Context: an optimization exercise on an open-source flow, tuned for small area, a short achievable clock period and few clock cycles. The choices shown serve that exercise and are no tape-out recipe.
At most, simulation tests tie the RTL to the original design; equivalence was not proved.
No functional check of the RTL was part of run 1.
No activity file was given, so power comes from the tool's default toggle rates.

--- design/flow/config.mk ---
export PLATFORM = sky130hd
export DESIGN_NAME = piu
export DESIGN_NICKNAME = piu
export VERILOG_FILES = /design/flow/design.v
export SDC_FILE = /design/flow/constraint.sdc
export NUM_CORES = 4
export LEC_CHECK = 0
export ABC_AREA = 1
export CAP_MARGIN = 20
export CORE_MARGIN = 2
export CORE_UTILIZATION = 40
export GPL_TIMING_DRIVEN = 1
export SETUP_SLACK_MARGIN = 5
export SLEW_MARGIN = 20
export TNS_END_PERCENT = 100
--- design/flow/constraint.sdc ---
create_clock -name core_clock -period 10.0 [get_ports {clk}]
set_input_delay 2.0000 -clock core_clock [delete_from_list [all_inputs] [get_ports {clk}]]
set_output_delay 2.0000 -clock core_clock [all_outputs]
set_load 0.01 [all_outputs]
--- design/flow/design.v ---
module piu_div #(parameter STEPS = 2) (
    input  wire [17:0] dq_i,
    input  wire [5:0]  rem_i,
    input  wire [6:0]  d,
    output reg  [17:0] dq_o,
    output reg  [5:0]  rem_o
);
    reg [6:0] t;
    reg [7:0] df;
    integer k;
    always @(*) begin
        dq_o  = dq_i;
        rem_o = rem_i;
        for (k = 0; k < STEPS; k = k + 1) begin
            t     = {rem_o, dq_o[17]};
            df    = {1'b0, t} - {1'b0, d};
            dq_o  = {dq_o[16:0], ~df[7]};
            rem_o = df[7] ? t[5:0] : df[5:0];
        end
    end
endmodule
module piu (
    input  wire        clk,
    input  wire        rst,
    input  wire        req_valid,
    input  wire        req_write,
    input  wire [2:0]  req_addr,
    input  wire [31:0] req_wdata,
    output wire        req_ready,
    output reg         rsp_valid,
    output reg  [31:0] rsp_data,
    output wire        mem_en,
    output wire [10:0] mem_addr,
    input  wire [63:0] mem_rdata
);
    localparam A_PLEN = 3'd0, A_DLEN = 3'd1, A_WIDTH = 3'd2, A_IDX = 3'd3,
               A_RESULT = 3'd4, A_STATUS = 3'd5, A_CTRL = 3'd6, A_CMD = 3'd7;
    localparam S_IDLE = 0,    
               S_DIV  = 1,    
               S_PRD  = 2,    
               S_SMUL = 3,    
               S_SACC = 4,    
               S_SRD  = 5,    
               S_HRD  = 6,    
               S_HSC  = 7,    
               S_HPRD = 8,    
               S_DATA = 9,    
               S_DAT2 = 10,   
               S_FIN  = 11;   
    localparam NS = 12;
    reg [31:0] plen;
    reg [11:0] dlen;
    reg [5:0]  width;
    reg [31:0] idx;
    reg [31:0] result;
    reg [6:0]  st;
    reg        genfull;
    reg [5:0]  wb;
    reg [NS-1:0] s;
    reg        rdy;
    reg        chk;         
    reg        hm;          
    reg        hml;         
    reg        xw;          
    reg        p2;          
    reg [2:0]  ps;          
    reg [17:0] dq;          
    reg [5:0]  rem;         
    reg [3:0]  dcnt;        
    reg [1:0]  chunk;       
    reg [10:0] ma;          
    reg [5:0]  sh;          
    reg [2:0]  top;         
    reg [6:0]  rsel;        
    reg        use_ma;      
    assign req_ready = rdy;
    always @(*) begin
        rsp_data = ({32{rsel[A_PLEN]}}   & plen) |
                   ({32{rsel[A_DLEN]}}   & {20'd0, dlen}) |
                   ({32{rsel[A_WIDTH]}}  & {26'd0, width}) |
                   ({32{rsel[A_IDX]}}    & idx) |
                   ({32{rsel[A_RESULT]}} & result) |
                   ({32{rsel[A_STATUS]}} & {25'd0, st}) |
                   ({32{rsel[A_CTRL]}}   & {31'd0, genfull});
    end
    function [5:0] bitlen;
        input [31:0] n;
        integer i;
        begin
            bitlen = 6'd0;
            for (i = 0; i < 32; i = i + 1)
                if (n[i]) bitlen = i[5:0] + 6'd1;
        end
    endfunction
    wire [5:0] wbio = wb;
    wire [5:0] wbs  = (wb < 6'd4) ? 6'd4 : wb;
    function [2:0] pshift;
        input [5:0] w;
        begin
            if (w == 6'd4) pshift = 3'd4;
            else if (w == 6'd8) pshift = 3'd3;
            else if (w >= 6'd13 && w <= 6'd16) pshift = 3'd2;
            else if (w >= 6'd22 && w <= 6'd32) pshift = 3'd1;
            else pshift = 3'd0;
        end
    endfunction
    wire        acc   = req_valid & rdy;
    wire        wr    = acc & req_write;
    wire        cmdw  = wr & (req_addr == A_CMD);
    wire [3:0]  op    = req_wdata[31:28];
    wire        fmt_c = (op == 4'h4) | (op == 4'h5) | (op == 4'h8) | (op == 4'h9);
    wire        hi_nz = |req_wdata[27:12];
    wire        lo_nz = |req_wdata[11:0];
    wire        ill   = (op == 4'hB) | (op == 4'hE) | (op == 4'hF) | hi_nz | (~fmt_c & lo_nz);
    wire        go    = cmdw & ~ill;
    wire [11:0] lin_bs  = req_wdata[11:0];
    wire [5:0]  lin_bio = {req_wdata[11:10], req_wdata[7:6], req_wdata[3:2]};
    wire        plen_z    = (plen == 32'd0);
    wire        dlen_z    = (dlen == 12'd0);
    wire        wpad_bad  = (width == 6'd0) | (width > 6'd32);
    wire        wspan_bad = (width > 6'd32);
    wire        idx_big   = |idx[31:17];
    wire        idx_hmbig = (|idx[31:14]) | (idx[13] & idx[12] & idx[11]);    
    wire        getok     = ~plen_z & ~dlen_z;
    wire [2:0]  ps_bs = pshift(wbs);
    wire        skip_bs = ~((wbs >= 6'd17) & (wbs <= 6'd21));    
    wire        skip_w  = ~((width >= 6'd17) & (width <= 6'd21));
    wire [2:0]  ps_w  = pshift(width);
    reg  [6:0] fpw;
    always @(*) begin
        case (width)
            6'd1:  fpw = 7'd64;  6'd2:  fpw = 7'd32;  6'd3:  fpw = 7'd21;
            6'd4:  fpw = 7'd16;  6'd5:  fpw = 7'd12;  6'd6:  fpw = 7'd10;
            6'd7:  fpw = 7'd9;   6'd8:  fpw = 7'd8;   6'd9:  fpw = 7'd7;
            6'd10: fpw = 7'd6;   6'd11: fpw = 7'd5;   6'd12: fpw = 7'd5;
            6'd13, 6'd14, 6'd15, 6'd16: fpw = 7'd4;
            6'd17, 6'd18, 6'd19, 6'd20, 6'd21: fpw = 7'd3;
            default: fpw = 7'd2;
        endcase
    end
    wire [17:0] dv_q;
    wire [5:0]  dv_r;
    piu_div #(.STEPS(2)) u_div (.dq_i(dq), .rem_i(rem), .d(fpw), .dq_o(dv_q), .rem_o(dv_r));
    reg [17:0] d7_q;
    reg [2:0]  d7_r;
    reg [3:0]  t7;
    integer k;
    always @(*) begin
        d7_q = dq;
        d7_r = rem[2:0];
        for (k = 0; k < 7; k = k + 1) begin
            t7   = {d7_r, d7_q[17]};
            d7_q = {d7_q[16:0], (t7 >= 4'd7)};
            d7_r = (t7 >= 4'd7) ? t7[2:0] + 3'd1 : t7[2:0];    
        end
    end
    wire [11:0] prod = width * rem;
    wire [11:0] tmp  = {top[0], ma};
    wire [17:0] acc_sum = dq + (chunk == 2'd1 ? {6'd0, tmp} : {tmp, 6'd0});
    wire [6:0]  send   = {1'b0, sh} + {1'b0, width};
    wire        scross = send > 7'd64;
    wire [11:0] dlm1   = dlen - 12'd1;
    wire [12:0] dlw    = {1'b0, dlen} - {1'b0, dq[11:0]};
    wire        povf   = (|dq[17:12]) | dlw[12] | (dlw[11:0] == 12'd0);
    wire        strunc = povf | (scross & (dlw == 13'd1));
    wire [10:0] q7     = dq[10:0];
    wire [2:0]  r7     = rem[2:0];
    wire        hm_out = (q7 > ma) | ((q7 == ma) & (r7 >= top));
    wire [14:0] hm_l   = {ma, top} - {4'd0, ma};
    reg  [2:0] wtop;
    integer j;
    always @(*) begin
        wtop = 3'd0;
        for (j = 0; j < 7; j = j + 1)
            if (mem_rdata[9*j +: 9] != 9'd0) wtop = j[2:0] + 3'd1;
    end
    wire [63:0] r5 = sh[5] ? {mem_rdata[31:0], mem_rdata[63:32]} : mem_rdata;
    wire [63:0] r4 = sh[4] ? {r5[15:0], r5[63:16]} : r5;
    wire [63:0] r3 = sh[3] ? {r4[7:0],  r4[63:8]}  : r4;
    wire [63:0] r2 = sh[2] ? {r3[3:0],  r3[63:4]}  : r3;
    wire [63:0] r1 = sh[1] ? {r2[1:0],  r2[63:2]}  : r2;
    wire [31:0] rot = sh[0] ? {r1[0], r1[31:1]} : r1[31:0];
    wire [5:0]  fw = hm ? 6'd9 : width;
    wire [4:0]  nsh = ~sh[4:0];
    reg  [31:0] fmask, lomask;
    integer b;
    always @(*) begin
        for (b = 0; b < 32; b = b + 1) begin
            fmask[b]  = fw[5] | (b < fw[4:0]);
            lomask[b] = ~sh[5] | (b <= nsh);         
        end
    end
    wire [31:0] emask = fmask & (s[S_DAT2] ? ~lomask : lomask);
    wire [31:0] ext   = (rot & emask) | (result & {32{s[S_DAT2]}});
    wire [9:0]  hmv = {1'b0, result[8:0]} - 10'd65;
    assign mem_en   = s[S_PRD] | s[S_SRD] | s[S_HRD] | s[S_HPRD] | (s[S_DATA] & xw);
    assign mem_addr = use_ma ? ma : dq[10:0];
    wire smul_done = (chunk == 2'd0) & (idx[16:6] == 11'd0);
    wire sacc_done = (chunk == 2'd2) | (idx[16:12] == 5'd0);
    wire hsc_done  = (wtop != 3'd0) | (ma == 11'd0);
    reg [NS-1:0] ns;
    always @(*) begin
        ns = s;
        if (s[S_DIV] & (dcnt == 4'd1)) ns = 1 << S_PRD;
        if (s[S_PRD])  ns = povf ? (1 << S_IDLE) : (1 << S_DATA);
        if (s[S_SMUL]) ns = smul_done ? (1 << S_SRD) : (chunk == 2'd0) ? (1 << S_SMUL) : (1 << S_SACC);
        if (s[S_SACC]) ns = sacc_done ? (1 << S_SRD) : (1 << S_SMUL);
        if (s[S_SRD])  ns = strunc ? (1 << S_IDLE) : (1 << S_DATA);
        if (s[S_HRD])  ns = 1 << S_HSC;
        if (s[S_HSC])  ns = hsc_done ? (hml ? (1 << S_FIN) : (1 << S_HPRD)) : (1 << S_HRD);
        if (s[S_HPRD]) ns = hm_out ? (1 << S_IDLE) : (1 << S_DATA);
        if (s[S_DATA]) ns = xw ? (1 << S_DAT2) : ((chk | hm) ? (1 << S_FIN) : (1 << S_IDLE));
        if (s[S_DAT2]) ns = chk ? (1 << S_FIN) : (1 << S_IDLE);
        if (s[S_FIN])  ns = 1 << S_IDLE;
        if (go) begin
            case (op)
            4'h6: ns = (wpad_bad | idx_big) ? (1 << S_IDLE) : (ps_w != 3'd0) ? (1 << S_PRD) : (1 << S_DIV);
            4'h7: ns = (wspan_bad | (idx_big & (width != 6'd0))) ? (1 << S_IDLE) : (1 << S_SMUL);
            4'h8: ns = ~getok ? (1 << S_IDLE) : (ps_bs != 3'd0) ? (1 << S_PRD) : (1 << S_DIV);
            4'h9: ns = ~getok ? (1 << S_IDLE) : (1 << S_SMUL);
            4'hA: ns = 1 << S_FIN;
            4'hC: ns = (~genfull | dlen_z | idx_hmbig) ? (1 << S_IDLE) : (1 << S_HRD);
            4'hD: ns = ~genfull ? (1 << S_IDLE) : dlen_z ? (1 << S_FIN) : (1 << S_HRD);
            default: ;
            endcase
        end
    end
    wire rdy_n = (ns[S_IDLE] | ns[S_FIN] |
                  (ns[S_DATA] & ~chk & ~hm & ~(s[S_SRD] & scross)) |
                  (ns[S_DAT2] & ~chk)) & ~(wr & (req_addr == A_PLEN));
    wire op_clr = go & (op == 4'h1);
    always @(posedge clk) begin
        wb <= bitlen(plen - 32'd1);
        if (rst) begin
            plen    <= 32'd0;
            dlen    <= 12'd0;
            width   <= 6'd0;
            idx     <= 32'd0;
            genfull <= 1'b0;
            result  <= 32'd0;
            st      <= 7'd0;
        end else begin
            if (op_clr) begin
                plen    <= 32'd0;
                dlen    <= 12'd0;
                genfull <= 1'b0;
            end else if (wr) begin
                if (req_addr == A_PLEN) plen <= req_wdata;
                if (req_addr == A_DLEN) dlen <= ((|req_wdata[31:12]) | (req_wdata[11] & (|req_wdata[10:0]))) ? 12'd2048 : req_wdata[11:0];
                if (req_addr == A_CTRL) genfull <= req_wdata[0];
            end
            if (op_clr) width <= 6'd0;
            else if (wr & (req_addr == A_WIDTH)) width <= (|req_wdata[31:6]) ? 6'd63 : req_wdata[5:0];
            else if (go & (((op == 4'h8) & getok) | ((op == 4'h2) & ~plen_z))) width <= wbs;
            else if (go & (((op == 4'h9) & getok) | ((op == 4'h3) & ~plen_z))) width <= wbio;
            if (op_clr) idx <= 32'd0;
            else if (wr & (req_addr == A_IDX)) idx <= req_wdata;
            else if (go & (((op == 4'h8) & getok) | (op == 4'h4))) idx <= {20'd0, lin_bs};
            else if (go & (((op == 4'h9) & getok) | (op == 4'h5))) idx <= {26'd0, lin_bio};
            if (op_clr | (go & ((op == 4'h8) | (op == 4'h9)) & ~plen_z & dlen_z)) result <= 32'd0;
            else if (s[S_DATA] | s[S_DAT2]) result <= ext;
            else if (s[S_FIN] & hml) result <= {17'd0, hm_l};
            else if (s[S_FIN] & hm) result <= {{22{hmv[9]}}, hmv};
            if (s[S_PRD] & povf) st <= 7'h04;
            else if (s[S_SRD] & strunc) st <= 7'h04;
            else if (s[S_HPRD] & hm_out) st <= 7'h06;
            else if (s[S_DATA]) st <= {xw, 2'b01, 4'd0};
            else if (s[S_FIN] & hml) st <= 7'h10;
            else if (s[S_FIN] & chk) st <= (result >= plen) ? 7'h05 : {st[6:4], 4'd0};
            if (cmdw) begin
                if (ill) st <= 7'h01;
                else case (op)
                    4'h1, 4'h4, 4'h5: st <= 7'h00;
                    4'h2, 4'h3: st <= plen_z ? 7'h02 : 7'h00;
                    4'h6: if (wpad_bad) st <= 7'h03; else if (idx_big) st <= 7'h04;
                    4'h7: if (wspan_bad) st <= 7'h03; else if (idx_big & (width != 6'd0)) st <= 7'h04;
                    4'h8, 4'h9: if (plen_z) st <= 7'h02; else if (dlen_z) st <= 7'h30;
                    4'hC: if (~genfull) st <= 7'h20; else if (dlen_z | idx_hmbig) st <= 7'h06;
                    4'hD: if (~genfull) st <= 7'h20; else if (dlen_z) st <= 7'h10;
                    default: ;
                endcase
            end
        end
    end
    always @(posedge clk) begin
        if (rst) begin
            s         <= 1 << S_IDLE;
            rdy       <= 1'b1;
            use_ma    <= 1'b0;
            rsp_valid <= 1'b0;
        end else begin
            s         <= ns;
            rdy       <= rdy_n;
            use_ma    <= ns[S_HRD] | ns[S_DATA];
            rsp_valid <= acc & ~req_write;
        end
    end
    always @(posedge clk) begin
        if (acc) begin
            rsel[0] <= (req_addr == 3'd0); rsel[1] <= (req_addr == 3'd1);
            rsel[2] <= (req_addr == 3'd2); rsel[3] <= (req_addr == 3'd3);
            rsel[4] <= (req_addr == 3'd4); rsel[5] <= (req_addr == 3'd5);
            rsel[6] <= (req_addr == 3'd6);
        end
        if (cmdw) begin
            chk   <= (op == 4'h8) | (op == 4'h9) | (op == 4'hA);
            hm    <= (op == 4'hC);
            hml   <= (op == 4'hD);
            xw    <= 1'b0;
            chunk <= 2'd0;
            ps    <= (op == 4'h8) ? ps_bs : ps_w;
            p2    <= (op == 4'h8) ? (ps_bs != 3'd0) : (ps_w != 3'd0);
            top   <= 3'd0;
            ma    <= dlen_z ? 11'd0 : dlm1[10:0];
            if (op == 4'h8) begin
                if (ps_bs != 3'd0) begin
                    dq  <= {6'd0, lin_bs >> ps_bs};
                    rem <= {2'd0, lin_bs[3:0] & ~(4'hF << ps_bs)};
                end else if (skip_bs) begin
                    dq  <= {lin_bs[9:0], 8'd0};
                    rem <= {4'd0, lin_bs[11:10]};
                end else begin
                    dq  <= {lin_bs, 6'd0};
                    rem <= 6'd0;
                end
                dcnt <= skip_bs ? 4'd5 : 4'd6;
            end else if (op == 4'h9) begin
                rem  <= lin_bio;
            end else if (op == 4'hC) begin
                dq   <= {idx[13:0], 4'd0};
                rem  <= 6'd0;
                dcnt <= 4'd2;
            end else if (op == 4'h7) begin
                rem  <= idx[5:0];
            end else if (ps_w != 3'd0) begin
                dq   <= {1'b0, idx[16:0] >> ps_w};
                rem  <= {2'd0, idx[3:0] & ~(4'hF << ps_w)};
            end else if (idx[16:12] == 5'd0) begin
                if (skip_w) begin
                    dq  <= {idx[9:0], 8'd0};
                    rem <= {4'd0, idx[11:10]};
                end else begin
                    dq  <= {idx[11:0], 6'd0};
                    rem <= 6'd0;
                end
                dcnt <= skip_w ? 4'd5 : 4'd6;
            end else begin
                dq   <= {idx[15:0], 2'd0};
                rem  <= {5'd0, idx[16]};
                dcnt <= 4'd8;
            end
        end else begin
            if (s[S_DIV]) begin
                dq   <= dv_q;
                rem  <= dv_r;
                dcnt <= dcnt - 4'd1;
            end
            if ((s[S_HRD] | s[S_HSC]) & (dcnt != 4'd0)) begin
                dq   <= d7_q;
                rem  <= {3'd0, d7_r};
                dcnt <= dcnt - 4'd1;
            end
            if (s[S_PRD]) sh <= prod[5:0];
            if (s[S_HPRD]) sh <= {r7, 3'd0} + {3'd0, r7};
            if (s[S_SMUL]) begin
                if (chunk == 2'd0) begin
                    sh    <= prod[5:0];
                    dq    <= {12'd0, prod[11:6]};
                    chunk <= 2'd1;
                    rem   <= idx[11:6];
                end else begin
                    {top[0], ma} <= prod;
                    rem          <= {1'b0, idx[16:12]};
                end
            end
            if (s[S_SACC]) begin
                dq    <= acc_sum;
                chunk <= 2'd2;
            end
            if (s[S_SRD]) begin
                xw <= scross;
                ma <= dq[10:0] + 11'd1;
            end
            if (s[S_HSC]) begin
                top <= wtop;
                if (~hsc_done) ma <= ma - 11'd1;
            end
        end
    end
endmodule
--- design/flow/run.sh ---
#!/bin/bash
# synth_recipe.tcl (not shown) runs the flow's synth.tcl, then flattens the netlist and writes it again
# the make line also repeats each setting of config.mk as NAME=value (left out here)
make -C /OpenROAD-flow-scripts/flow DESIGN_CONFIG=/design/flow/config.mk WORK_HOME=/design/flow/orfs CLKGATE_MAP_FILE= SYNTH_SCRIPT=/design/flow/synth_recipe.tcl finish
==> results of run 1 <==
## layer usage
metal  part of all wire, %  wire [µm]  vias to the layer above  GRT usage (%)
li1                      -          -                    13260              -
met4                   4.7       5142                        0          14.35
met1                    42      45510                    13110          46.95
met3                    10      11040                      261          5.558
met5                     0          0                        -              0
met2                    43      47180                     1559          53.72
## power breakdown
| part | switching, mW | internal [mW] |
|---|---|---|
| registers | 0.107 | 0.928 |
| logic | 1.34 | 0.681 |
| clock network | 0.438 | 0.640 |
| total | 1.88 | 2.25 |
## worst max-delay path: cells and delay by family
| kind | cells | cell delay [ns] |
|---|---|---|
| simple gates | 7 | 1.14 |
| compound gates | 5 | 0.95 |
| fa+ha+maj | 1 | 0.19 |
| buf+inv | 5 | 1.12 |
## per-stage QoR
stage                     hold WS [ns]  total power [mW]
final                           0.4605             4.133
after floorplan                 0.4257             2.311
after CTS                       0.4613             4.001
after global placement          0.4487             2.895
after global routing            0.4799             4.377
after detailed placement        0.4507             2.891
## kinds of logic after synthesis
group / synth area share (%)
compound gates: 25.50
buf+inv: 10.74
mux: 1.304
simple gates: 29.72
flops: 19.60
fa+ha+maj: 9.663
xor+xnor: 3.475
## what timing repair did
action / 4_1_cts / 5_1_grt
setup buffers: 12 / 28
gates cloned: 0 / 1
resized for setup: 22 / 51
endpoints found under the setup margin: 25 / 78
pin swaps: 9 / 22
## layout by cell type (no fill, tap or decap), types with 44 or more instances in the layout
| cell type | n |
|---|---|
| o21ai_0 | 355 |
| buf_4 | 76 |
| o22ai_1 | 54 |
| nor3_1 | 57 |
| inv_1 | 461 |
| a31oi_1 | 44 |
| clkdlybuf4s50_1 | 144 |
| ha_1 | 139 |
| xor2_1 | 71 |
| nor2_1 | 392 |
| dfxtp_1 | 165 |
| nand2_1 | 877 |
| edfxtp_1 | 44 |
| a21oi_1 | 286 |
| nand3_1 | 149 |
| nand4_1 | 56 |
## cell type report
cell class / count / area [µm²]
clock buffer: 36 / 797.0
clock inverter: 13 / 165.2
fill: 6255 / 31380
inverter: 509 / 1929
multi-input combinational: 2957 / 16900
sequential: 211 / 4667
tap: 773 / 967.2
timing repair buffer: 227 / 2096
## flip-flops by register name (all words and copies together), names as in the netlist, 3 cells and up, named ones only
register	flops
dlen	12
idx	32
rsel	7
wb	6
plen	32
st	7
dcnt	4
top	3
s	12
dq	18
ma	11
rem	6
sh	6
width	6
result	32
## final timing paths
path	from	endpoint	slack [ns]	cells after the start
hold / removal	idx[25]	idx[25]	0.46	2
hold reg to reg	idx[25]	idx[25]	0.46	2
setup / recovery	req_wdata[7]	flip-flop	5.07	18
setup reg to reg	dq[17]	rem[2]	5.23	41
==> summary.md, run 1 <==
| Metric | Value |
|---|---|
| Status | timing/DRC/antenna clean |
| Max clock buf depth | 3 |
| Synth Flop Type | dfxtp_1 |
| Sink Count | 211 |
| CTS tree | done |
| DRT iter0 DRCs | 3221 |
| Slew Limit Fails | 0 |
| CP peak stage delay | 0.59 ns |
| Die area | 0.06146 mm² |
| Worst ir drop on vdd | 0.1338 mV |
| First-pass GRT wire length | 160.6 mm |
| Synthesized area | 0.02380 mm² |
| Pre-CTS setup slack | 4.156 ns |
| Post-synthesis sequential area ratio | 19.60% |
| CP required | 10.48 ns |
| Critical Path Fanout Max | 7 |
| Finished Layout Cells | 4726 |
| FP Rows | 89 |
| Crit path kind | primary input to flip-flop |
| DP Area | 0.02592 mm² |
| Max Fclk | 0.2027 GHz |
| Ys Warns | 2 |
| Area growth, synth to finish | 15.66% |
| RSZ-0062 raised after global routing | true |
| Mean area per synthesized cell | 6.201 µm² |
| Worst-Skew Late Latency | 0.60 ns |
| Die Y | 247.9 µm |
| Most used cell along the critical path | nand2_1 |
| PortBufs | 148 |
| Final WL | 108.9 mm |
| Headroom to the max-slew limit | 25.43% |
| Io pins | 149 |
| Nets | 4206 |
| Critical Path AT | 5.42 ns |
| Ys async rst share | 0% |
| Final hold viol count | 0 |
| CP Launch Type | primary input |
| Fin worst setup slack | 5.068 ns |
| Post-layout util | 46.73% |
| Area contributors post-synth | dfxtp_1, nand2_1, ha_1, inv_1, o21ai_0 |
| Power Density | 150.2 mW/mm² |
| DRC Markers | 0 |
| Initial Util | 40.40% |
| Mapped Nets | 4111 |
| DP Wirelength | 84.99 mm |
| Vias | 28180 |
| All-Layer GR Usage | 34.42% |
| Gpl congestion | 1.045 |
| Clk slew on worst S/H paths | 0.06 ns |
| Crit path cell chain | clkdlybuf4s50_1, inv_2, nand2_1, nor4_4, a32o_1, nand3_1, inv_1, nand4_1, nand2_1, nand2_1, o21ai_1, a21o_1, buf_4, inv_2, ha_1, nand2_1, a31oi_1, o21a_1 |
| Vias in the first global route | 26140 |
| Initial antenna violation count | 0 |
| Post-synth cell types | 76 |
| H-Tree Depth | 1 |
| Top-area cell type share of the netlist area | 14.05% |
| Top-count cell post-synth | nand2_1 |
| Fin crit period | 4.932 ns |
| Largest net degree at the start of global routing | 96 |
| Most frequent cells after synthesis | nand2_1, inv_1, nor2_1 |
| Post-synth EDFFs | 44 |
| Setup violators final | 0 |
| Synth Instances | 3838 |
| Cell count after placement | 4635 |
| Antenna cells | 0 |
| WL per Instance | 23.04 µm |
| Setup crit end kind | flip-flop |
| Worst hold path class | flip-flop to flip-flop |
| DR pass1 iterations | 7 |
| CP max stage cell | clkdlybuf4s50_1 |
| Post-route cell area | 0.02753 mm² |
| Fin Setup TNS | 0 ns |
| LEAKAGE | 12.04 nW |
| GRT Residual Overflow | 0 |
| Worst Clk Skew | 0.01974 ns |
| CTS buffer count | 27 |
| Flops & latches, synth | 211 |
| CORE AREA | 0.05891 mm² |
| Avg Vias per Cell | 5.964 |
| Top cell type by total area after synthesis | dfxtp_1 |
| Total of max-cap violations | 0 |
| Final ANT Viol Nets | 0 |
| CTS Hold Buffers Added | 0 |
| Die W | 247.9 µm |
| Period utilisation layout | 49.32% |
| Root Buffer | clkbuf_16 |
| Worst slew pin tran | 1.107 ns |
| Layout cells sized above 1 | 6.906% |
==> run 2: changes to the inputs <==
--- a/design/flow/design.v
+++ b/design/flow/design.v
@@ -1,21 +1,31 @@
-module piu_div #(parameter STEPS = 2) (
+module piu_div (
     input  wire [17:0] dq_i,
     input  wire [5:0]  rem_i,
-    input  wire [6:0]  d,
+    input  wire [6:0]  d,        
+    input  wire [7:0]  d3,       
     output reg  [17:0] dq_o,
     output reg  [5:0]  rem_o
 );
-    reg [6:0] t;
-    reg [7:0] df;
+    reg [7:0] t;
+    reg [8:0] s1, s2, s3;
     integer k;
     always @(*) begin
         dq_o  = dq_i;
         rem_o = rem_i;
-        for (k = 0; k < STEPS; k = k + 1) begin
-            t     = {rem_o, dq_o[17]};
-            df    = {1'b0, t} - {1'b0, d};
-            dq_o  = {dq_o[16:0], ~df[7]};
-            rem_o = df[7] ? t[5:0] : df[5:0];
+        for (k = 0; k < 2; k = k + 1) begin
+            t  = {rem_o, dq_o[17:16]};
+            s1 = {1'b0, t} - {2'b0, d};
+            s2 = {1'b0, t} - {1'b0, d, 1'b0};
+            s3 = {1'b0, t} - {1'b0, d3};
+            if (!s3[8]) begin
+                rem_o = s3[5:0]; dq_o = {dq_o[15:0], 2'd3};
+            end else if (!s2[8]) begin
+                rem_o = s2[5:0]; dq_o = {dq_o[15:0], 2'd2};
+            end else if (!s1[8]) begin
+                rem_o = s1[5:0]; dq_o = {dq_o[15:0], 2'd1};
+            end else begin
+                rem_o = t[5:0];  dq_o = {dq_o[15:0], 2'd0};
+            end
         end
     end
 endmodule
@@ -123,8 +133,6 @@
     wire        idx_hmbig = (|idx[31:14]) | (idx[13] & idx[12] & idx[11]);    
     wire        getok     = ~plen_z & ~dlen_z;
     wire [2:0]  ps_bs = pshift(wbs);
-    wire        skip_bs = ~((wbs >= 6'd17) & (wbs <= 6'd21));    
-    wire        skip_w  = ~((width >= 6'd17) & (width <= 6'd21));
     wire [2:0]  ps_w  = pshift(width);
     reg  [6:0] fpw;
     always @(*) begin
@@ -140,7 +148,19 @@
     end
     wire [17:0] dv_q;
     wire [5:0]  dv_r;
-    piu_div #(.STEPS(2)) u_div (.dq_i(dq), .rem_i(rem), .d(fpw), .dq_o(dv_q), .rem_o(dv_r));
+    reg  [7:0] fpw3;
+    always @(*) begin
+        case (width)
+            6'd1:  fpw3 = 8'd192; 6'd2:  fpw3 = 8'd96;  6'd3:  fpw3 = 8'd63;
+            6'd4:  fpw3 = 8'd48;  6'd5:  fpw3 = 8'd36;  6'd6:  fpw3 = 8'd30;
+            6'd7:  fpw3 = 8'd27;  6'd8:  fpw3 = 8'd24;  6'd9:  fpw3 = 8'd21;
+            6'd10: fpw3 = 8'd18;  6'd11: fpw3 = 8'd15;  6'd12: fpw3 = 8'd15;
+            6'd13, 6'd14, 6'd15, 6'd16: fpw3 = 8'd12;
+            6'd17, 6'd18, 6'd19, 6'd20, 6'd21: fpw3 = 8'd9;
+            default: fpw3 = 8'd6;
+        endcase
+    end
+    piu_div u_div (.dq_i(dq), .rem_i(rem), .d(fpw), .d3(fpw3), .dq_o(dv_q), .rem_o(dv_r));
     reg [17:0] d7_q;
     reg [2:0]  d7_r;
     reg [3:0]  t7;
@@ -316,14 +336,11 @@
                 if (ps_bs != 3'd0) begin
                     dq  <= {6'd0, lin_bs >> ps_bs};
                     rem <= {2'd0, lin_bs[3:0] & ~(4'hF << ps_bs)};
-                end else if (skip_bs) begin
-                    dq  <= {lin_bs[9:0], 8'd0};
-                    rem <= {4'd0, lin_bs[11:10]};
                 end else begin
                     dq  <= {lin_bs, 6'd0};
                     rem <= 6'd0;
                 end
-                dcnt <= skip_bs ? 4'd5 : 4'd6;
+                dcnt <= 4'd3;
             end else if (op == 4'h9) begin
                 rem  <= lin_bio;
             end else if (op == 4'hC) begin
@@ -336,18 +353,13 @@
                 dq   <= {1'b0, idx[16:0] >> ps_w};
                 rem  <= {2'd0, idx[3:0] & ~(4'hF << ps_w)};
             end else if (idx[16:12] == 5'd0) begin
-                if (skip_w) begin
-                    dq  <= {idx[9:0], 8'd0};
-                    rem <= {4'd0, idx[11:10]};
-                end else begin
-                    dq  <= {idx[11:0], 6'd0};
-                    rem <= 6'd0;
-                end
-                dcnt <= skip_w ? 4'd5 : 4'd6;
+                dq   <= {idx[11:0], 6'd0};
+                rem  <= 6'd0;
+                dcnt <= 4'd3;
             end else begin
                 dq   <= {idx[15:0], 2'd0};
                 rem  <= {5'd0, idx[16]};
-                dcnt <= 4'd8;
+                dcnt <= 4'd4;
             end
         end else begin
             if (s[S_DIV]) begin
==> run 2 against run 1 <==
Net effect: clock power about the same; sequential cell count increased by 6; setup slack got worse by 0.029 ns; register-to-register slack got worse by 0.05 ns; non-clock buffer count increased by 35; worst hold slack got worse by 0.017 ns; clock skew decreased by 0.0029 ns; core utilization increased by 0.75 points.
==> summary.md, run 2 <==
| Metric | Value |
|---|---|
| Status | timing/DRC/antenna clean |
| Io pins | 149 (unchanged) |
| CP required | 8.00 ns (-2.48 ns) |
| Worst slew pin tran | 1.213 ns (+0.1058 ns) |
| Setup crit end | rsp_data[5] |
| Max clock buf depth | 3 (unchanged) |
| Reg2Reg Setup Slack | 5.18 ns (-0.05 ns) |
| CTS tree | done |
| Root Buffer | clkbuf_16 |
| DR pass1 iterations | 6 (-1) |
| Synth Flop Type | dfxtp_1 |
| Reg2Reg Launch Point | dq[17] |
| CORE AREA | 0.06148 mm² (+4.4%) |
| DRT iter0 DRCs | 3319 (+3.0%) |
| Largest net degree at the start of global routing | 77 (-20%) |
| Layout cells sized above 1 | 8.418% (+1.5 points) |
| Crit path launch | rsel[4] |
| Sink Count | 217 (+2.8%) |
| FP Rows | 91 (+2.2%) |
| Commonest non-fill, non-tap cells in the layout | nand2_1, inv_1, o21ai_0 |
| Critical Path Fanout Max | 24 (+17) |
| CP Launch Type | flip-flop |
| Area growth, synth to finish | 17.72% |
| Top cell type by total area after synthesis | dfxtp_1 |
| Vias in the first global route | 26530 (+1.5%) |
| WL per Instance | 23.39 µm (+1.5%) |
| Power Density | 147.7 mW/mm² (-1.7%) |
| Mapped Nets | 4274 (+4.0%) |
| Met2 usage | 52.06% (-1.7 points) |
| Pre-CTS setup slack | 3.514 ns (-0.6420 ns) |
| Synth Instances | 3968 (+3.4%) |
| H-Tree Depth | 1 (unchanged) |
| Fin Setup TNS | 0 ns (unchanged) |
| Worst-Skew Late Latency | 0.57 ns (-0.03 ns) |
| Nets | 4409 (+4.8%) |
| PortBufs | 148 (unchanged) |
| Gr busiest metal | met2 |
| Met3 Track Usage GR | 5.520% (-0.038 points) |
| GRT Residual Overflow | 0 (unchanged) |
| Top-count cell post-synth | nand2_1 |
| Critical Path AT | 2.96 ns (-2.46 ns) |
| Post-synth EDFFs | 44 (unchanged) |
| Reg2Reg Depth | 43 (+4.9%) |
| Setup crit end kind | output port |
| All-Layer GR Usage | 34.58% (+0.16 points) |
| Post-route cell area | 0.02919 mm² (+6.1%) |
| CTS buffer count | 26 (-3.7%) |
| Most frequent cells after synthesis | nand2_1, inv_1, o21ai_0 |
| Top-area cell type share of the netlist area | 13.97% (-0.081 points) |
| Max Fclk | 0.2015 GHz (-0.59%) |
| Setup violators final | 0 (unchanged) |
| Final-layout fill cell count | 6602 (+5.5%) |
| Worst Clk Skew | 0.01680 ns (-0.002938 ns) |
| Initial Util | 40.33% (-0.069 points) |
| Die area | 0.06400 mm² (+4.1%) |
| First-pass GRT wire length | 168.2 mm (+4.7%) |
| Cell count after placement | 4780 (+3.1%) |
| GR Util met1 | 49.22% (+2.3 points) |
| LEAKAGE | 12.98 nW (+7.8%) |
| DP Wirelength | 89.02 mm (+4.7%) |
| Flops & latches, synth | 217 (+2.8%) |
| Post-synthesis sequential area ratio | 19.30% (-0.30 points) |
| Total Power | 4.310 mW (+4.3%) |
| Worst hold path class | flip-flop to flip-flop |
| DP Area | 0.02691 mm² (+3.8%) |
| Die W | 253.0 µm (+2.0%) |
| Most common cell after layout, fill and taps aside | nand2_1 |
| Total of max-cap violations | 0 (unchanged) |
| Final WL | 115.0 mm (+5.6%) |
| CTS Hold Buffers Added | 0 (unchanged) |
| Synthesized area | 0.02480 mm² (+4.2%) |
| Finished Layout Cells | 4915 (+4.0%) |
| Gpl congestion | 1.019 (-2.5%) |
| RSZ-0062 raised after global routing | true |
| Biggest regs | idx (32), plen (32), result (32) |
| Period utilisation layout | 49.62% (+0.29 points) |
| Avg Vias per Cell | 5.954 (-0.16%) |
| Slew Limit Fails | 0 (unchanged) |
| Fin worst setup slack | 5.038 ns (-0.02929 ns) |
| Clk slew on worst S/H paths | 0.06 ns (about the same) |
| Vias | 29260 (+3.8%) |
| Fin crit period | 4.962 ns (+0.02929 ns) |
| Reg-to-Reg End | dq[0] |
| Mean area per synthesized cell | 6.249 µm² (+0.78%) |
| Ys async rst share | 0% (unchanged) |
| Initial antenna violation count | 3 (+3) |
| Final ANT Viol Nets | 0 (unchanged) |
| Crit path kind | flip-flop to output port |
| Final hold viol count | 0 (unchanged) |
| Die Y | 253.0 µm (+2.0%) |
| DRC Markers | 0 (unchanged) |
| Area contributors post-synth | dfxtp_1, nand2_1, ha_1, o21ai_0, inv_1 |
| Ys Warns | 2 (unchanged) |
| Worst ir drop on vdd | 0.1132 mV (-15%) |
| Headroom to the max-slew limit | 18.48% (-6.9 points) |
| Post-synth cell types | 73 (-3.9%) |
run 2: worst min-delay path by stage:
stage	start	to	slack [ns]	depth (start not counted)
global route	idx[15]	idx[15]	0.50	2
finish	st[3]	st[3]	0.44	2
floorplan	st[3]	st[3]	0.42	2
global placement	st[3]	st[3]	0.43	2
CTS	st[3]	st[3]	0.44	2
detailed placement	st[3]	st[3]	0.43	2
run 2: per-layer routing:
layer	routed length (µm)	vias to the layer above
met3	12120	276
met2	48030	1664
met5	0	-
li1	-	13790
met4	5388	0
met1	49440	13540
run 2: critical path, stage by stage (launching register included):
cell and delay, ns:
edfxtp_1 0.35, buf_4 0.24, clkinv_1 0.24, o21ai_0 0.13, a221oi_1 0.48, o221ai_1 0.37, clkdlybuf4s50_1 0.57
run 2: final cells by class:
| cell class | instances | area [µm²] | area share (%) |
|---|---|---|---|
| multi-input combinational | 3052 | 17880 | 61.26 |
| sequential | 217 | 4795 | 16.43 |
| timing repair buffer | 262 | 2482 | 8.504 |
| inverter | 541 | 2088 | 7.154 |
| tap | 790 | 988.4 | 3.386 |
| clock buffer | 41 | 845.8 | 2.898 |
| clock inverter | 6 | 82.58 | 0.2829 |
| timing repair inverter | 3 | 20.02 | 0.06858 |
| antenna | 3 | 7.507 | 0.02572 |
run 2: kinds of logic (layout without fill, tap and decap cells):
logic type | count (synthesis) | count (layout) | share of synthesized area (%)
multiplexers | 30 | 30 | 1.211
AND/OR/NAND/NOR | 1630 | 1630 | 28.21
other | 0 | 3 | 0
buffers and inverters | 699 | 853 | 10.75
XOR/XNOR | 101 | 101 | 3.628
AO/OA/AOI/OAI | 1088 | 1088 | 25.85
flip-flops | 217 | 217 | 19.30
adder cells (fa/ha/maj) | 203 | 203 | 11.06
run 2: repair_timing:
| item | in CTS | in global routing |
|---|---|---|
| pin swaps | 10 | 41 |
| setup buffers | 27 | 54 |
| gates resized for setup | 61 | 116 |
| gates cloned | 2 | 2 |
| endpoints found under the setup margin | 79 | 81 |
| hold endpoints to repair | 0 | 0 |
run 2: per-stage QoR:
step / hold slack (ns) / utilization [%]
floorplan: 0.4225 / -
global placement: 0.4319 / 43.77
detailed placement: 0.4347 / 43.77
CTS: 0.4446 / 46.07
global route: 0.5002 / 47.46
finish: 0.4437 / 47.48
run 2: power by group:
group,switching (mW),internal (mW)
sequential,0.118,0.958
combinational,1.43,0.753
clock,0.417,0.630
total,1.97,2.34
Testbench counts of run 2, summed over its fixed seeds: cycles 16,183.
==> run 3: changes to the inputs <==
==> design/flow/flow/run.sh (new file) <==
#!/bin/bash
# The standard layout (standard.sh, unchanged steps and settings), with
# the port buffers made from sky130_fd_sc_hd__buf_2 instead of the delay
# cells buffer_ports picks by default. Every port still gets its buffer.
set -euo pipefail
sed -E 's/^(make .*) "\$\{@:-finish\}"$/\1 "BUFFER_PORTS_ARGS=-buffer_cell sky130_fd_sc_hd__buf_2" "${@:-finish}"/' standard.sh > standard_ports.sh
grep -q 'BUFFER_PORTS_ARGS' standard_ports.sh
bash standard_ports.sh > standard.log 2>&1
==> design/flow/standard.sh (new file) <==
#!/bin/bash
# synth_recipe.tcl (not shown) runs the flow's synth.tcl, then flattens the netlist and writes it again
# the make line also repeats each setting of config.mk as NAME=value (left out here)
make -C /OpenROAD-flow-scripts/flow DESIGN_CONFIG=/design/flow/config.mk WORK_HOME=/design/flow/orfs CLKGATE_MAP_FILE= SYNTH_SCRIPT=/design/flow/synth_recipe.tcl "${@:-finish}"
--- a/design/flow/config.mk
+++ b/design/flow/config.mk
@@ -9,6 +9,7 @@
 export CAP_MARGIN = 20
 export CORE_MARGIN = 2
 export CORE_UTILIZATION = 40
+export CTS_BUF_LIST = sky130_fd_sc_hd__clkbuf_4 sky130_fd_sc_hd__clkbuf_8
 export GPL_TIMING_DRIVEN = 1
 export SETUP_SLACK_MARGIN = 5
 export SLEW_MARGIN = 20
removed: design/flow/run.sh
==> run 3 against run 2 <==
Net effect: still clean; count of clock-buffer cells in the layout increased by 22; setup slack better by 0.056 ns; wire length fell by 3.8%; core utilization shrank 2.0 points; clock skew rose by 0.017 ns; critical path type unchanged.
==> summary.md, run 3 <==
| Metric | Value |
|---|---|
| Footprint of the multi-input gates | 0.01770 mm² (-1.0%) |
| Fin Setup TNS | 0 ns (unchanged) |
| Most common cell after layout, fill and taps aside | nand2_1 |
| Reg2Reg Launch Point | rem[0] |
| Worst-Skew Late Latency | 0.63 ns (+0.06 ns) |
| Die W | 253.0 µm (unchanged) |
| Final WL | 110.6 mm (-3.8%) |
| Clk slew on worst S/H paths | 0.06 ns (about the same) |
| Io pins | 149 (unchanged) |
| Layout cells sized above 1 | 11.27% (+2.8 points) |
| All-Layer GR Usage | 33.29% (-1.3 points) |
| Ys Warns | 2 (unchanged) |
| CTS Hold Buffers Added | 0 (unchanged) |
| Final-layout fill cell count | 6716 (+1.7%) |
| Post-synth cell types | 73 (unchanged) |
| Commonest non-fill, non-tap cells in the layout | nand2_1, inv_1, o21ai_0 |
| Top-area cell type share of the netlist area | 13.97% (unchanged) |
| LEAKAGE | 12.81 nW (-1.3%) |
| DRT iter0 DRCs | 3244 (-2.3%) |
| Flops & latches, synth | 217 (unchanged) |
| CTS tree | done |
| GRT Residual Overflow | 0 (unchanged) |
| Final hold viol count | 0 (unchanged) |
| Initial antenna violation count | 2 (-1) |
| Top cell type by total area after synthesis | dfxtp_1 |
| CP max stage cell | inv_1 |
| Reg-to-Reg End | dq[0] |
| DP Area | 0.02615 mm² (-2.8%) |
| Critical Path AT | 2.91 ns (-0.05 ns) |
| Setup crit end kind | output port |
| Die Y | 253.0 µm (unchanged) |
| DP Wirelength | 86.49 mm (-2.8%) |
| Max clock buf depth | 3 (unchanged) |
| First-pass GRT wire length | 162.1 mm (-3.6%) |
| Hold endpoint | st[3] |
| Sink Count | 217 (unchanged) |
| Synthesized area | 0.02480 mm² (unchanged) |
| Slew Limit Fails | 0 (unchanged) |
| Worst Clk Skew | 0.03386 ns (+0.01706 ns) |
| Crit path kind | flip-flop to output port |
| Critical Path Fanout Max | 23 (-4.2%) |
| Setup violators final | 0 (unchanged) |
| HP Start | st[3] |
| H-Tree Depth | 2 (+1) |
| Worst slew pin tran | 1.120 ns (-0.09284 ns) |
| Avg Vias per Cell | 5.930 (-0.40%) |
| Register Area | 0.004790 mm² (-0.10%) |
| DR pass1 iterations | 10 (+4) |
| Post-synth EDFFs | 44 (unchanged) |
| Power Density | 151.6 mW/mm² (+2.7%) |
| Ys async rst share | 0% (unchanged) |
| Vias in the first global route | 26020 (-1.9%) |
| Period utilisation layout | 49.06% (-0.56 points) |
| Largest net degree at the start of global routing | 77 (unchanged) |
| CP peak stage delay | 0.76 ns (+0.19 ns) |
| Crit path cell chain | inv_1, o22ai_1, a21oi_1, o21ai_0, buf_2 |
| WL per Instance | 22.53 µm (-3.7%) |
| Worst hold path class | flip-flop to flip-flop |
| CTS buffer count | 42 (+62%) |
| Worst ir drop on vdd | 0.09711 mV (-14%) |
| WHS Path Cells | 2 (unchanged) |
| Area growth, synth to finish | 12.71% |
| DRC Markers | 0 (unchanged) |
| PortBufs | 148 (unchanged) |
| Area contributors post-synth | dfxtp_1, nand2_1, ha_1, o21ai_0, inv_1 |
| Reg2Reg Setup Slack | 5.17 ns (about the same) |
| Final ANT Viol Nets | 0 (unchanged) |
| Root Buffer | clkbuf_8 |
| Headroom to the max-slew limit | 25.27% (+6.8 points) |
| Synth Instances | 3968 (unchanged) |
| Gpl congestion | 1.028 (+0.87%) |
| CORE AREA | 0.06148 mm² (unchanged) |
| Reg2Reg Depth | 42 (-2.3%) |
| Mapped Nets | 4274 (unchanged) |
| Most frequent cells after synthesis | nand2_1, inv_1, o21ai_0 |
| Nets | 4393 (-0.36%) |
| Status | timing/DRC/antenna clean |
| Post-synthesis sequential area ratio | 19.30% (unchanged) |
| Vias | 29110 (-0.52%) |
| FP Rows | 91 (unchanged) |
| Synth Flop Type | dfxtp_1 |
| CP required | 8.00 ns (about the same) |
| Initial Util | 40.33% (unchanged) |
| Max Fclk | 0.2038 GHz (+1.1%) |
| Total of max-cap violations | 0 (unchanged) |
| Biggest regs | idx (32), plen (32), result (32) |
| Fin crit period | 4.906 ns (-0.05559 ns) |
| Post-route cell area | 0.02795 mm² (-4.3%) |
| Mean area per synthesized cell | 6.249 µm² (unchanged) |
| RSZ-0062 raised after global routing | true |
| Die area | 0.06400 mm² (unchanged) |
| Top-count cell post-synth | nand2_1 |
| CP Launch Type | flip-flop |
## run 3: cell count changes in the layout (fill, tap and decap cells not counted), sizes merged
cell / change
clkinvlp: -9
buf: +120
bufinv: +2
dlymetal6s2s: -17
inv: +10
clkbuf: +22
clkdlybuf4s50: -131
bufbuf: -1
diode: -2
## run 3: power breakdown
group	internal (mW)	switching (mW)	total (mW)	leakage [nW]
combinational	0.703	1.41	2.11	10.5
sequential	0.959	0.113	1.07	1.85
clock	0.616	0.439	1.05	0.502
## run 3: layer usage
layer  vias up  global-route usage [%]  part of all wire, %
li1      13750                       -                    -
met1     13460                   47.27                   43
met2      1622                   50.20                   42
met3       284                   5.561                   10
met4         0                   12.51                  4.2
met5         -                       0                    0
## run 3: worst max-delay path by stage
stage,slack (ns),end,from
6_report,5.09,rsp_data[10],rsel[3]
5_1_grt,4.89,rem[0],rem[0]
4_1_cts,5.00,rem[2],width[5]
3_5_place_dp,4.21,rem[3],width[5]
3_3_place_gp,4.32,flip-flop,req_valid
2_1_floorplan,5.02,rem[0],dq[17]
## run 3: cell families (layout without fill, tap and decap cells)
family                     after synthesis  after routing  share of synthesized area (%)
muxes                                   30             30                          1.211
xor gates and xnor gates               101            101                          3.628
DFF                                    217            217                          19.30
adders and majority gates              203            203                          11.06
buffers and inverters                  699            849                          10.75
AOI/OAI and AO/OA                     1088           1088                          25.85
other                                    0              1                              0
and+or+nand+nor                       1630           1630                          28.21
## run 3: what timing repair did
| action | CTS | global route |
|---|---|---|
| setup endpoints to repair | 14 | 21 |
| gates resized for setup | 42 | 63 |
| buffers inserted | 19 | 37 |
| pin swaps | 7 | 26 |
## run 3: worst max-delay path, delay by kind of cell, from the launching register on
| family | cells | cell delay [ns] |
|---|---|---|
| buf+inv | 2 | 0.99 |
| compound gates | 3 | 0.62 |
| flops | 1 | 0.65 |
## run 3: final cells by class
| type | count | share of cell area (%) |
|---|---|---|
| multi-input combinational | 3052 | 63.34 |
| tap | 790 | 3.537 |
| clock inverter | 12 | 0.6134 |
| antenna | 1 | 0.008954 |
| timing repair buffer | 233 | 5.184 |
| clock buffer | 63 | 2.856 |
| inverter | 541 | 7.320 |
| sequential | 217 | 17.14 |
## run 3: per-stage QoR
step                power (mW)  std cells  hold WS (ns)  utilization [%]  setup WS, ns
finish                   4.238       4909        0.4553            45.45         5.094
global route             4.492       4908        0.4925            45.45         4.894
CTS                      4.077       4871        0.4499            44.62         5.002
detailed placement       2.982       4777        0.4364            42.53         4.211
global placement         2.987       4777        0.4354            42.53         4.318
floorplan                2.405       3968        0.4225                -         5.018
==> run 4: changes to the inputs <==
--- a/design/flow/config.mk
+++ b/design/flow/config.mk
@@ -9,7 +9,6 @@
 export CAP_MARGIN = 20
 export CORE_MARGIN = 2
 export CORE_UTILIZATION = 40
-export CTS_BUF_LIST = sky130_fd_sc_hd__clkbuf_4 sky130_fd_sc_hd__clkbuf_8
 export GPL_TIMING_DRIVEN = 1
 export SETUP_SLACK_MARGIN = 5
 export SLEW_MARGIN = 20
==> run 4 against run 3 <==
Net effect: highest routed layer unchanged; register-to-register slack worse by 0.04 ns; via count shrank 0.96%; clock skew decreased by 0.011 ns; first-iteration DRC count decreased by 0.40%; fmax is 0.77% higher; die area did not move; setup slack improved by 0.037 ns; sequential share of layout area barely moved; sequential cell count unchanged; area after synthesis unchanged; worst hold slack better by 0.0015 ns; critical endpoint is now dq[0].
==> summary.md, run 4 <==
| Metric | Value |
|---|---|
| Final-layout fill cell count | 6697 (-0.28%) |
| Vias | 28830 (-0.96%) |
| Post-synth cell types | 73 (unchanged) |
| Initial antenna violation count | 1 (-1) |
| Root Buffer | clkbuf_16 |
| Headroom to the max-slew limit | 28.38% (+3.1 points) |
| Switch share | 45.90% (-0.37 points) |
| Layout cells sized above 1 | 10.63% (-0.64 points) |
| Comb power frac | 49.7% (about the same) |
| Top-count cell post-synth | nand2_1 |
| PortBufs | 148 (unchanged) |
| Adder-cell share of the synthesized area | 11.06% (unchanged) |
| Period utilisation layout | 48.69% (-0.37 points) |
| Vias in the first global route | 25960 (-0.23%) |
| Fin Setup TNS | 0 ns (unchanged) |
| First-pass GRT wire length | 160.8 mm (-0.77%) |
| Clk pwr share | 25.2% (+0.3 points) |
| Ys Warns | 2 (unchanged) |
| Worst-Skew Late Latency | 0.59 ns (-0.04 ns) |
| LEAKAGE | 12.77 nW (-0.33%) |
| Worst slew pin tran | 1.073 ns (-0.04673 ns) |
| Synth Instances | 3968 (unchanged) |
| DRT iter0 DRCs | 3231 (-0.40%) |
| Seq pwr share | 25.1% (-0.2 points) |
| Post-synthesis sequential area ratio | 19.30% (unchanged) |
| Top cell type by total area after synthesis | dfxtp_1 |
| Footprint of the multi-input gates | 0.01770 mm² (about the same) |
| Clk slew on worst S/H paths | 0.06 ns (about the same) |
| Mapped Nets | 4274 (unchanged) |
| Nets | 4378 (-0.34%) |
| Sink Count | 217 (unchanged) |
| Most common cell after layout, fill and taps aside | nand2_1 |
| Net Switching | 1.957 mW (-0.19%) |
| Most frequent cells after synthesis | nand2_1, inv_1, o21ai_0 |
| Io pins | 149 (unchanged) |
| XOR/XNOR Fraction of Synth Area | 3.628% (unchanged) |
| Final ANT Viol Nets | 0 (unchanged) |
| H-Tree Depth | 1 (-1) |
| GRT Residual Overflow | 0 (unchanged) |
| Mean area per synthesized cell | 6.249 µm² (unchanged) |
| Avg Vias per Cell | 5.903 (-0.45%) |
| Max Fclk | 0.2054 GHz (+0.77%) |
| CP required | 10.31 ns (+2.31 ns) |
| Final hold viol count | 0 (unchanged) |
| Max clock buf depth | 3 (unchanged) |
| CP Launch Type | flip-flop |
| CP peak stage delay | 0.42 ns (-0.34 ns) |
| RSZ-0062 raised after global routing | true |
| CP max stage cell | edfxtp_1 |
| Commonest non-fill, non-tap cells in the layout | nand2_1, inv_1, o21ai_0 |
| Synthesized area | 0.02480 mm² (unchanged) |
| Ys async rst share | 0% (unchanged) |
| DRC Markers | 0 (unchanged) |
| CTS tree | done |
| Power Density | 152.7 mW/mm² (+0.73%) |
| Setup violators final | 0 (unchanged) |
| Largest net degree at the start of global routing | 77 (unchanged) |
| Critical Path AT | 5.18 ns (+2.27 ns) |
| Synth Flop Type | dfxtp_1 |
| Crit path kind | flip-flop to flip-flop |
| Total Power | 4.264 mW (+0.61%) |
| WHS Path Cells | 2 (unchanged) |
| Die area | 0.06400 mm² (unchanged) |
| Biggest regs | idx (32), plen (32), result (32) |
| Register Area | 0.004790 mm² (unchanged) |
| Mux share of post-synthesis cell area | 1.211% (unchanged) |
| Initial Util | 40.33% (unchanged) |
| Area growth, synth to finish | 12.57% |
| Critical Path Fanout Max | 5 (-78%) |
| Top-area cell type share of the netlist area | 13.97% (unchanged) |
| DP Wirelength | 86.49 mm (unchanged) |
| Gpl congestion | 1.028 (unchanged) |
| Worst hold path class | flip-flop to flip-flop |
| CORE AREA | 0.06148 mm² (unchanged) |
| WL per Instance | 22.58 µm (+0.19%) |
| DR pass1 iterations | 6 (-4) |
| CTS buffer count | 28 (-33%) |
| Worst Clk Skew | 0.02312 ns (-0.01073 ns) |
| Synth Area in Simple Gates | 28.21% (unchanged) |
| All-Layer GR Usage | 33.12% (-0.17 points) |
| Die W | 253.0 µm (unchanged) |
| Area contributors post-synth | dfxtp_1, nand2_1, ha_1, o21ai_0, inv_1 |
| Post-synth EDFFs | 44 (unchanged) |
| Worst ir drop on vdd | 0.1289 mV (+33%) |
| FP Rows | 91 (unchanged) |
| Die Y | 253.0 µm (unchanged) |
| Setup crit end kind | flip-flop |
| Reg2Reg Depth | 43 (+2.4%) |
| Flops & latches, synth | 217 (unchanged) |
| Final WL | 110.3 mm (-0.32%) |
| Fin crit period | 4.869 ns (-0.03744 ns) |
| Slew Limit Fails | 0 (unchanged) |
| Largest family of logic cells by synthesized area | simple AND/OR/NAND/NOR gates |
| Compound-Gate Fraction of Synth Area | 25.85% (unchanged) |
| Status | timing/DRC/antenna clean |
| Internal power | 2.307 mW (+1.3%) |
| Total of max-cap violations | 0 (unchanged) |
| CTS Hold Buffers Added | 0 (unchanged) |
[run 4: cell counts after synthesis]
No cell type changed its count.
[run 4: routing by layer]
metal | global-route usage (%) | vias up | part of all wire [%]
met4 | 13.64 | 0 | 4.4
met2 | 49.66 | 1565 | 42
met5 | 0 | - | 0
met3 | 7.782 | 276 | 11
met1 | 45.42 | 13300 | 43
li1 | - | 13700 | -
[run 4: cells by family (layout without fill, tap and decap cells)]
kind of cell	after synthesis	count (layout)
buffers and inverters	699	824
AND/OR/NAND/NOR	1630	1630
multiplexers	30	30
flip-flops	217	217
other	0	1
adder cells (fa/ha/maj)	203	203
XOR/XNOR	101	101
AO/OA/AOI/OAI	1088	1088
[run 4: repair_timing]
item / 4_1_cts / 5_1_grt
setup endpoints to repair: 16 / 31
setup buffers: 18 / 37
pin swaps: 8 / 24
cloned: 0 / 0
hold endpoints to repair: 0 / 0
resized for setup: 42 / 69
[run 4: critical path, delay by kind of cell (launching register included)]
family                   cells  cell delay, ns
buffers and inverters        9            0.74
XOR/XNOR                     3            0.46
adder cells (fa/ha/maj)      7            1.20
AND/OR/NAND/NOR             21            1.53
AO/OA/AOI/OAI                3            0.25
flip-flops                   1            0.42
[run 4: path summary, 6_finish.rpt]
path              startpoint  slack (ns)  endpoint
hold / removal         st[3]        0.46     st[3]
hold reg to reg        st[3]        0.46     st[3]
setup / recovery      rem[0]        5.13     dq[0]
setup reg to reg      rem[0]        5.13     dq[0]
[run 4: metrics by stage]
| step | setup slack [ns] | util [%] | hold WS (ns) | instance area (µm²) | std cells |
|---|---|---|---|---|---|
| floorplan | 5.018 | - | 0.4225 | 24800 | 3968 |
| CTS | 5.011 | 44.60 | 0.4497 | 27420 | 4846 |
| global route | 4.879 | 45.39 | 0.4875 | 27910 | 4883 |
| global placement | 4.318 | 42.53 | 0.4354 | 26150 | 4777 |
| finish | 5.131 | 45.40 | 0.4568 | 27910 | 4884 |
| detailed placement | 4.211 | 42.53 | 0.4364 | 26150 | 4777 |
[run 4: power by group through the flow]
stage | sequential [mW] | combinational, mW | clock, mW
6_report | 1.07 | 2.12 | 1.08
3_3_place_gp | 1.08 | 1.90 | 0
2_1_floorplan | 1.03 | 1.38 | 0
3_5_place_dp | 1.08 | 1.90 | 0
5_1_grt | 1.07 | 2.33 | 1.12
4_1_cts | 1.06 | 1.95 | 1.08
[run 4: area by class of cell]
type	count	share of cell area, %
tap	790	3.541
timing repair buffer	232	5.137
antenna	1	0.008965
sequential	217	17.16
multi-input combinational	3052	63.40
clock inverter	11	0.4886
clock buffer	40	2.932
inverter	541	7.338
==> run 5: changes to the inputs <==
==> design/flow/flow/run.sh (replaced) <==
#!/bin/bash
# The standard layout (standard.sh, unchanged steps), with two changes
# in how it is made: the port buffers are sky130_fd_sc_hd__buf_2 instead of
# the delay cells buffer_ports picks by default (every port still gets its
# buffer), and timing repair aims 5.5 ns below the clock period instead of
# 5 ns. The SDC, its clock period and its I/O delays are unchanged.
set -euo pipefail
sed -E -e 's/^(make .*) "\$\{@:-finish\}"$/\1 "BUFFER_PORTS_ARGS=-buffer_cell sky130_fd_sc_hd__buf_2" "${@:-finish}"/' \
       -e 's/SETUP_SLACK_MARGIN=[0-9.]+/SETUP_SLACK_MARGIN=5.5/' standard.sh > standard_mod.sh
grep -q 'BUFFER_PORTS_ARGS' standard_mod.sh
grep -q 'SETUP_SLACK_MARGIN=5.5' standard_mod.sh
bash standard_mod.sh > standard.log 2>&1
==> run 5 against run 4 <==
Net effect: still clean on timing, DRC and antenna; sequential power hardly changed; sequential cell count is the same; fmax increased by 2.1%; synthesized cell count did not move; combinational power increased by 7%; area after synthesis stayed put; wire length grew 3.1%; via count increased by 2.4%; global-route usage up 0.82 points; clock skew fell by 0.0024 ns; worst hold slack got worse by 0.012 ns.
==> summary.md, run 5 <==
| Metric | Value |
|---|---|
| Total of max-cap violations | 0 (unchanged) |
| Period utilisation layout | 47.69% (-0.99 points) |
| LEAKAGE | 13.13 nW (+2.9%) |
| Ys Warns | 2 (unchanged) |
| CP peak stage delay | 0.40 ns (-0.02 ns) |
| Final-layout fill cell count | 6565 (-2.0%) |
| Finished Layout Cells | 4946 (+1.3%) |
| Worst slew pin tran | 1.063 ns (-0.009910 ns) |
| Post-synthesis sequential area ratio | 19.30% (unchanged) |
| CORE AREA | 0.06148 mm² (unchanged) |
| XOR/XNOR Fraction of Synth Area | 3.628% (unchanged) |
| Worst Clk Skew | 0.02077 ns (-0.002351 ns) |
| Top-count cell post-synth | nand2_1 |
| Final ANT Viol Nets | 0 (unchanged) |
| Fin worst setup slack | 5.231 ns (+0.09944 ns) |
| Cell count after placement | 4772 (-0.10%) |
| Critical Path Fanout Max | 4 (-1) |
| Layout cells sized above 1 | 13.94% (+3.3 points) |
| Fin Setup TNS | 0 ns (unchanged) |
| Final WL | 113.7 mm (+3.1%) |
| Clk slew on worst S/H paths | 0.06 ns (about the same) |
| Post-synth cell types | 73 (unchanged) |
| CP Launch Type | flip-flop |
| DR pass1 iterations | 8 (+2) |
| CP max stage cell | edfxtp_1 |
| Compound-Gate Fraction of Synth Area | 25.85% (unchanged) |
| GRT Residual Overflow | 0 (unchanged) |
| Largest family of logic cells by synthesized area | simple AND/OR/NAND/NOR gates |
| Slew Limit Fails | 0 (unchanged) |
| Adder-cell share of the synthesized area | 11.06% (unchanged) |
| Ys async rst share | 0% (unchanged) |
| Synth Area in Simple Gates | 28.21% (unchanged) |
| CTS Hold Buffers Added | 0 (unchanged) |
| Top cell type by total area after synthesis | dfxtp_1 |
| Mapped Nets | 4274 (unchanged) |
| H-Tree Depth | 1 (unchanged) |
| Most common cell after layout, fill and taps aside | nand2_1 |
| Commonest non-fill, non-tap cells in the layout | nand2_1, inv_1, o21ai_0 |
| Headroom to the max-slew limit | 27.29% (-1.1 points) |
| Crit path kind | flip-flop to flip-flop |
| CTS buffer count | 29 (+3.6%) |
| Die area | 0.06400 mm² (unchanged) |
| Nets | 4442 (+1.5%) |
| Post-layout util | 47.16% (+1.8 points) |
| Avg Vias per Cell | 5.972 (+1.2%) |
| CP required | 10.31 ns (about the same) |
| Status | timing/DRC/antenna clean |
| Synth Instances | 3968 (unchanged) |
| Hold WS | 0.4445 ns (-0.01232 ns) |
| Post-synth EDFFs | 44 (unchanged) |
| Power Density | 152.6 mW/mm² (-0.11%) |
| PortBufs | 148 (unchanged) |
| Area contributors post-synth | dfxtp_1, nand2_1, ha_1, o21ai_0, inv_1 |
| Worst hold path class | flip-flop to flip-flop |
| DRT iter0 DRCs | 3564 (+10%) |
| Synthesized area | 0.02480 mm² (unchanged) |
| Gpl congestion | 1.074 (+4.6%) |
| All-Layer GR Usage | 33.95% (+0.82 points) |
| Vias in the first global route | 26970 (+3.9%) |
| Setup violators final | 0 (unchanged) |
| Io pins | 149 (unchanged) |
| Vias | 29540 (+2.4%) |
| Flops & latches, synth | 217 (unchanged) |
| Biggest regs | idx (32), plen (32), result (32) |
| DRC Markers | 0 (unchanged) |
| Die W | 253.0 µm (unchanged) |
| DP Wirelength | 87.01 mm (+0.60%) |
| First-pass GRT wire length | 166.0 mm (+3.2%) |
| Synth Flop Type | dfxtp_1 |
| Fin crit period | 4.769 ns (-0.09944 ns) |
| Final hold viol count | 0 (unchanged) |
| Worst-Skew Late Latency | 0.57 ns (-0.02 ns) |
| Max clock buf depth | 3 (unchanged) |
| Root Buffer | clkbuf_16 |
| Worst ir drop on vdd | 0.1335 mV (+3.6%) |
| Initial Util | 40.33% (unchanged) |
| Pre-CTS setup slack | 4.341 ns (+0.1300 ns) |
| Mean area per synthesized cell | 6.249 µm² (unchanged) |
| Most frequent cells after synthesis | nand2_1, inv_1, o21ai_0 |
| RSZ-0062 raised after global routing | true |
| Area growth, synth to finish | 16.94% |
| Largest net degree at the start of global routing | 77 (unchanged) |
| Max Fclk | 0.2097 GHz (+2.1%) |
| CTS tree | done |
| WL per Instance | 22.99 µm (+1.8%) |
| Setup crit end kind | flip-flop |
| Top-area cell type share of the netlist area | 13.97% (unchanged) |
| Mux share of post-synthesis cell area | 1.211% (unchanged) |
| Sink Count | 217 (unchanged) |
| Die Y | 253.0 µm (unchanged) |
| FP Rows | 91 (unchanged) |
| Initial antenna violation count | 5 (+4) |
| Critical Path AT | 5.08 ns (-0.10 ns) |
run 5: cell counts after synthesis:
No cell type changed its count.
run 5: kinds of logic after synthesis:
kind of cell	Yosys count
and+or+nand+nor	1630
buffers and inverters	699
AOI/OAI and AO/OA	1088
xor gates and xnor gates	101
adders and majority gates	203
DFF	217
muxes	30
run 5: what timing repair did:
item,4_1_cts,5_1_grt
setup endpoints to repair,105,113
gates resized for setup,93,142
setup buffers,64,54
cloned,1,4
pin swaps,33,54
run 5: cell type report:
| cell class | instances | area, µm² | share of cell area [%] |
|---|---|---|---|
| Clock buffer | 40 | 844.6 | 2.913 |
| Sequential cell | 217 | 4798 | 16.55 |
| Timing Repair Buffer | 290 | 1909 | 6.585 |
| Multi-Input combinational cell | 3053 | 18200 | 62.77 |
| Tap cell | 790 | 988.4 | 3.409 |
| Timing Repair inverter | 4 | 22.52 | 0.07767 |
| Inverter | 541 | 2090 | 7.206 |
| Clock inverter | 10 | 138.9 | 0.4790 |
| Antenna cell | 1 | 2.502 | 0.008630 |
run 5: worst max-delay path, delay by kind of cell, from the launching register on:
kind / cells / cell delay [ns]
adder cells (fa/ha/maj): 7 / 1.13
buffers and inverters: 9 / 0.71
XOR/XNOR: 3 / 0.48
flip-flops: 1 / 0.40
AND/OR/NAND/NOR: 21 / 1.55
AO/OA/AOI/OAI: 3 / 0.25
run 5: final timing paths:
path                              from    end  slack, ns  cells past startpoint
worst max-delay path            dq[17]  dq[0]       5.23                     43
worst min-delay path             st[3]  st[3]       0.44                      2
worst max register to register  dq[17]  dq[0]       5.23                     43
worst min register to register   st[3]  st[3]       0.44                      2
run 5: power by group:
part | switching (mW) | internal, mW | total [mW] | leakage (nW)
sequential | 0.115 | 0.958 | 1.07 | 1.85
clock | 0.423 | 0.665 | 1.09 | 0.482
combinational | 1.47 | 0.795 | 2.26 | 10.8
total | 2.01 | 2.42 | 4.42 | 13.1
run 5: metrics by stage:
| step | power, mW | cell area, µm² |
|---|---|---|
| floorplan | 2.411 | 24850 |
| global placement | 2.988 | 26160 |
| detailed placement | 2.985 | 26160 |
| CTS | 4.227 | 28020 |
| global route | 4.674 | 28990 |
| finish | 4.424 | 29000 |
run 5: metal layers:
metal,vias up,share of wire (%),global-route usage [%]
li1,13840,-,-
met1,13710,43,47.25
met2,1657,42,51.77
met3,322,10,5.602
met4,2,4.8,14.12
met5,-,0.011,0

static timing again, ports no longer ideal:
Ports are ideal in the flow. The routed layouts listed here were re-timed in OpenROAD. Step 1, drivers: a clkbuf_16 drives clk and a buf_2 each remaining input, both assumed. Step 2 adds t to the input delays and takes it off the output delays; t is the mean of the earliest and latest rising clock arrival at the registers after step 1. Input paths then give back, and output paths get back, about the clock's delay inside the block. Three values: ideal ports, drivers, drivers and shift; two values: the first two.
run	t (ns)	setup slack, ns	latest minus earliest clock arrival (ns)	worst slew at a driven data input, ns
run 1	0.645	5.068 / 5.057 / 4.459	0.020 / 0.021	0.06
run 2	0.621	5.038 / 4.979 / 4.499	0.017 / 0.017	0.07
run 3	0.663	5.094 / 5.040 / 4.468	0.034 / 0.034	0.11
run 4	0.639	5.131 / 5.078 / 4.555	0.023 / 0.023	0.12
run 5	0.625	5.231 / 5.231 / 4.916	0.021 / 0.021	0.06
After both steps every run listed still meets setup and hold. For run 3, which loses most, drivers alone change the setup slack by -0.054 ns; drivers and shift together by -0.626 ns.
